This design comes from an exercise in tuning for small area, a short achievable clock period and few clock cycles on the open sky130 flow, not from production work. Function was checked by simulation only, so behaviour that the tests miss may differ from the original.

// b58_codec
module b58_codec (
  input  wire       clk,
  input  wire       rst,
  input  wire       cmd_valid,
  output wire       cmd_ready,
  input  wire       cmd_dec,
  input  wire [5:0] cmd_len,
  input  wire [5:0] cmd_cap,
  input  wire       in_valid,
  output wire       in_ready,
  input  wire [7:0] in_data,
  output reg        out_valid,
  output reg  [7:0] out_data,
  output reg        rsp_valid,
  output reg  [1:0] rsp_code,
  output reg  [5:0] rsp_val
);
clock: 12.0 ns
lec_check: 0
abc_area: 1
cap_margin: 20
core_margin: 2
core_utilization: 40
slew_margin: 20
run.sh (not shown) runs the stock make flow with config.mk's settings and CLKGATE_MAP_FILE= SYNTH_SCRIPT=/design/flow/synth_recipe.tcl, a recipe that flattens the netlist after the stock synthesis.
Testbench counts at the start, summed over its fixed seeds: cycles 31,667.
Rerun with:
--- a/flow/design.v
+++ b/flow/design.v
@@ -314,18 +314,22 @@
   wire [5:0] zz    = dec ? dec_z : zcnt;
   wire [5:0] sz    = (o_dec | nz_e) ? base1 + {3'd0, (o_dec ? hi_d : hi_e)} : 6'd0;
   wire [6:0] tot   = {1'b0, o_zz} + {1'b0, sz_r};
   wire       over  = capz[6] | ({1'b0, sz_r} > capz);      
   wire [5:0] o_dig = rwin[6*opos +: 6];
   wire [7:0] o_byt = rwin[8*opos +: 8];
   wire [7:0] o_chr;
   b58_digit2char u_d2c (.digit(sym[5:0]), .char(o_chr));
-  wire ofree   = (ostate == O_IDLE) | (ostate == O_RSP) | ((ostate == O_OUT) & (ocnt == 6'd1));
-  wire handoff = (state == S_DONE) & ofree;
+  reg  handoff;
+  wire done_n  = ((state == S_LOAD) & all_done) | ((state == S_DONE) & ~handoff);
+  wire ofree_n = handoff ? empty :
+                 (ostate == O_IDLE) | (ostate == O_RSP) |
+                 ((ostate == O_OUT) & ((ocnt == 6'd1) | (ocnt == 6'd2))) |
+                 ((ostate == O_CHK3) & (o_bad | over));
   reg  [47:0] oth [0:5];
   reg  [5:0]  oen;
   integer b;
   always @(*) begin
     for (b = 0; b < 6; b = b + 1) begin
       oth[b] = num[48*b +: 48];
       oen[b] = 1'b0;
       if (clr) begin
@@ -453,20 +457,22 @@
     end
   end
   always @(posedge clk) begin
     out_valid <= 1'b0;
     rsp_valid <= 1'b0;
     if (rst) begin
       state     <= S_IDLE;
       ostate    <= O_IDLE;
+      handoff   <= 1'b0;
       cmd_rdy_q <= 1'b1;
       in_rdy_q  <= 1'b0;
       bfull     <= 1'b0;
     end else begin
+      handoff <= done_n & ofree_n;
       cmd_rdy_q <= 1'b0;
       in_rdy_q  <= 1'b0;
       case (state)
         S_IDLE: begin
           cmd_rdy_q <= 1'b1;
           if (take_cmd) begin
             bfull     <= 1'b0;
             cmd_rdy_q <= 1'b0;
The changed run finished clean.
Non-clock buffer count climbs by 1.
Final cell count came out lower by 1.1%.
First-iteration DRC count is lower by 9.8%.
Critical path depth rises by 3.
Routed wire length came out lower by 0.33%.
Worst setup slack improves by 0.12 ns.
Count of clock-buffer cells in the layout rose by 3.
Design area climbs by 0.31%.
Utilization climbs by 0.14 points.
Testbench counts after the change, summed over its fixed seeds: cycles 31,667.

* * *

Another version of the RTL of b58_codec (not shown whole).
Size in the first run: ~5700 cells after synthesis, roughly 440 flip-flops, ~40000 um^2 of cells after synthesis.
==> flow/design.v (excerpt) <==
module b58_codec (
  input  wire       clk,
  input  wire       rst,
  input  wire       cmd_valid,
  output wire       cmd_ready,
  input  wire       cmd_dec,
  input  wire [5:0] cmd_len,
  input  wire [5:0] cmd_cap,
  input  wire       in_valid,
  output wire       in_ready,
  input  wire [7:0] in_data,
  output reg        out_valid,
  output reg  [7:0] out_data,
  output reg        rsp_valid,
  output reg  [1:0] rsp_code,
  output reg  [5:0] rsp_val
);
  localparam [2:0] S_IDLE = 3'd0,
                   S_LOAD = 3'd1,
                   S_CHK1 = 3'd2,
                   S_CHK2 = 3'd3,
                   S_CHK3 = 3'd4,
                   S_OUT  = 3'd5,
                   S_RSP  = 3'd6;
  reg  [2:0]   state;
  reg          cmd_rdy_q;
  reg          in_rdy_q;
  reg          bfull;
  reg          dec;
  reg  [5:0]   len;
  reg  [5:0]   cap;
  reg  [5:0]   cnt;         
  reg  [5:0]   zcnt;        
  reg          zrun;
  reg          bad;
  reg  [5:0]   bad_idx;
  reg  [7:0]   ibuf;        
  reg  [1:0]   pass;        
  reg  [5:0]   wsel;        
  reg  [5:0]   actm;        
  reg  [5:0]   cin_r;       
  reg          clr;         
  reg  [287:0] num;
  reg  [5:0]   osel;        
  reg  [5:0]   ocnt;        
  reg  [5:0]   zleft;       
  reg  [2:0]   opos;        
  reg  [7:0]   sym;         
  reg  [5:0]   base1;       
  reg  [6:0]   capz;        
  reg  [5:0]   sz_r;        
  reg  [1:0]   code_r;
  reg  [5:0]   val_r;
  assign cmd_ready = cmd_rdy_q;
  assign in_ready  = in_rdy_q;
  ...
clock: 12.0 ns
lec_check: 0
abc_area: 1
cap_margin: 20
core_margin: 2
core_utilization: 40
slew_margin: 20
Testbench counts at the start, summed over its fixed seeds: cycles 40,712.
Rerun with:
--- a/flow/design.v
+++ b/flow/design.v
@@ -174,14 +174,13 @@
   reg          bad;
   reg  [5:0]   bad_idx;
   reg  [7:0]   ibuf;        
   reg  [1:0]   pass;        
   reg  [5:0]   wsel;        
   reg  [5:0]   actm;        
-  reg  [5:0]   cin_r;       
-  reg          clr;         
+  reg  [5:0]   creg;        
   reg  [287:0] num;
   reg  [5:0]   osel;        
   reg  [5:0]   ocnt;        
   reg  [5:0]   zleft;       
   reg  [2:0]   opos;        
   reg  [7:0]   sym;         
@@ -201,17 +200,14 @@
       assign slot[g] = num[48*g +: 48];
     end
   endgenerate
   wire       c_ok;
   wire [5:0] c_dig;
   b58_char2digit u_c2d (.char(ibuf), .valid(c_ok), .digit(c_dig));
-  wire       i_ok;
-  wire [5:0] i_dig;
-  b58_char2digit u_i2d (.char(in_data), .valid(i_ok), .digit(i_dig));
   wire [47:0] dwin  = slot[0];
-  wire [5:0]  d_cin = cin_r;
+  wire [5:0]  d_cin = wsel[0] ? c_dig : creg;
   wire [53:0] d_a   = {dwin, d_cin};
   wire [53:0] d_b   = ~{3'd0, dwin, 3'd0};
   wire [53:0] d_c   = {5'd0, dwin, 1'b1};
   wire [53:0] d_s   = d_a ^ d_b ^ d_c;
   wire [53:0] d_y   = {(d_a[52:0] & d_b[52:0]) | (d_a[52:0] & d_c[52:0]) | (d_b[52:0] & d_c[52:0]), 1'b0};
   wire [53:0] d_sum = d_s + d_y;
@@ -253,14 +249,12 @@
   wire       ext_maybe = |(dwin[47:42]);
   wire first     = dec ? wsel[0] : (pass == 2'd0);
   wire byte_done = proc & (dec ? top : (pass == 2'd3));
   wire all_done  = byte_done & (cnt == len);
   wire       bfull_n = take_in | (bfull & ~byte_done);
   wire [5:0] cnt_n   = cnt + {5'd0, take_in};
-  wire [5:0] cnt_p1  = cnt + 6'd1;
-  wire       more_n  = take_in ? (cnt_p1 != len) : (cnt != len);
   reg        last_n;
   always @(*) begin
     if (!dec)
       last_n = proc & (pass == 2'd2);              
     else if (proc && !top)
       last_n = |({wsel[4:0], 1'b0} & actm);        
@@ -299,49 +293,37 @@
   wire [6:0] tot   = {1'b0, zz} + {1'b0, sz_r};
   wire       over  = capz[6] | ({1'b0, sz_r} > capz);      
   wire [5:0] o_dig = rwin[6*opos +: 6];
   wire [7:0] o_byt = rwin[8*opos +: 8];
   wire [7:0] o_chr;
   b58_digit2char u_d2c (.digit(sym[5:0]), .char(o_chr));
-  reg  [47:0] oth [0:5];
-  reg  [5:0]  oen;
+  wire clr = take_cmd;
   integer b;
-  always @(*) begin
-    for (b = 0; b < 6; b = b + 1) begin
-      oth[b] = num[48*b +: 48];
-      oen[b] = 1'b0;
-      if (clr) begin
-        oth[b] = 48'd0; oen[b] = 1'b1;
-      end else if (d_proc && shl[b]) begin
-        oth[b] = (b < 5) ? num[48*(b+1) +: 48] : 48'd0; oen[b] = 1'b1;
-      end
-    end
-  end
   always @(posedge clk) begin
     for (b = 0; b < 6; b = b + 1) begin
-      if (e_proc && !clr) begin
+      if (clr) begin
+        num[48*b +: 48] <= 48'd0;
+      end else if (e_proc) begin
         if (b < 5) num[48*b +: 48] <= e_t[48*b +: 48];
         else       num[240 +: 24]  <= e_t[240 +: 24];
-      end else if (d_proc && !clr && actm[b])
-        num[48*b +: 48] <= d_out;
-      else if (d_proc && !clr && top && upm[b])
-        num[48*b +: 6] <= d_cout;        
-      else if (oen[b])
-        num[48*b +: 48] <= oth[b];
+      end else if (d_proc) begin
+        if (actm[b])
+          num[48*b +: 48] <= d_out;
+        else if (shl[b]) begin
+          if (b < 5) num[48*b +: 48] <= num[48*(b+1) +: 48];
+        end else if (top && upm[b])
+          num[48*b +: 6] <= d_cout;      
+      end
     end
   end
   always @(posedge clk) begin
     if (take_in) ibuf <= in_data;
-    clr <= take_cmd;
-    if (take_in)
-      cin_r <= i_dig;
-    else if (d_proc && !top)
-      cin_r <= d_cout;
     if (proc) begin
       pass <= pass + 2'd1;
       if (dec) begin
+        if (!top) creg <= d_cout;
         if (top) begin
           wsel <= 6'd1;
           if (ext_maybe && !actm[5]) actm <= upm;
         end else
           wsel <= {wsel[4:0], 1'b0};
       end
@@ -441,13 +423,13 @@
         S_IDLE: cmd_rdy_q <= 1'b1;
         S_LOAD: begin
           bfull <= bfull_n;
           if (all_done)
             state <= S_CHK1;
           else
-            in_rdy_q <= more_n & (~bfull_n | last_n);
+            in_rdy_q <= (cnt_n != len) & (~bfull_n | last_n);
         end
         S_CHK1: state <= S_CHK2;
         S_CHK2: state <= S_CHK3;
         S_CHK3: begin
           if ((dec && bad) || over) begin
             state     <= S_RSP;
After rerunning: Wire length increases by 3.8%; clock skew is about the same; utilization barely changes; final area grows by 0.37%; maximum frequency fell by 4.9%; first-iteration DRC count fell by 12%; worst setup slack gets worse by 0.26 ns; worst hold slack gets worse by 0.010 ns.
Testbench counts after the change, summed over its fixed seeds: cycles 40,712.

## afterwards: timing with drivers on the ports
Ports are ideal in the flow. The routed layouts listed here were re-timed in OpenROAD.
Step 1 (the two cells are an assumption about what drives the block):
set clk [get_ports {clk}]
set_driving_cell -lib_cell sky130_fd_sc_hd__clkbuf_16 $clk
set_driving_cell -lib_cell sky130_fd_sc_hd__buf_2 [delete_from_list [all_inputs] $clk]
Step 2 adds t to the input delays and takes it off the output delays; t is the mean of the earliest and latest rising clock arrival at the registers after step 1. Input paths then give back, and output paths get back, about the clock's delay inside the block.
a / b / c = ideal ports / drivers / drivers and shift; a / b = the first two.
run | t, ns | setup WS [ns] | slew at the worst register clock pin (ns) | worst data-port slew with drivers (ns) | pins driven straight from the clock port
the first run of note 1 | 0.731 | 6.915 / 6.967 / 6.236 | 0.07 / 0.07 | 0.04 | 1
the second run of note 1 | 0.758 | 7.033 / 7.088 / 6.329 | 0.07 / 0.07 | 0.07 | 1
the first run of note 2 | 0.716 | 6.983 / 7.027 / 6.311 | 0.08 / 0.08 | 0.03 | 1
the second run of note 2 | 0.730 | 6.726 / 6.774 / 6.043 | 0.07 / 0.07 | 0.03 | 1
After both steps every run listed still meets setup and hold. The setup slack of the second run of note 1, which loses most, moves by +0.055 ns with the drivers and by -0.704 ns with both steps.
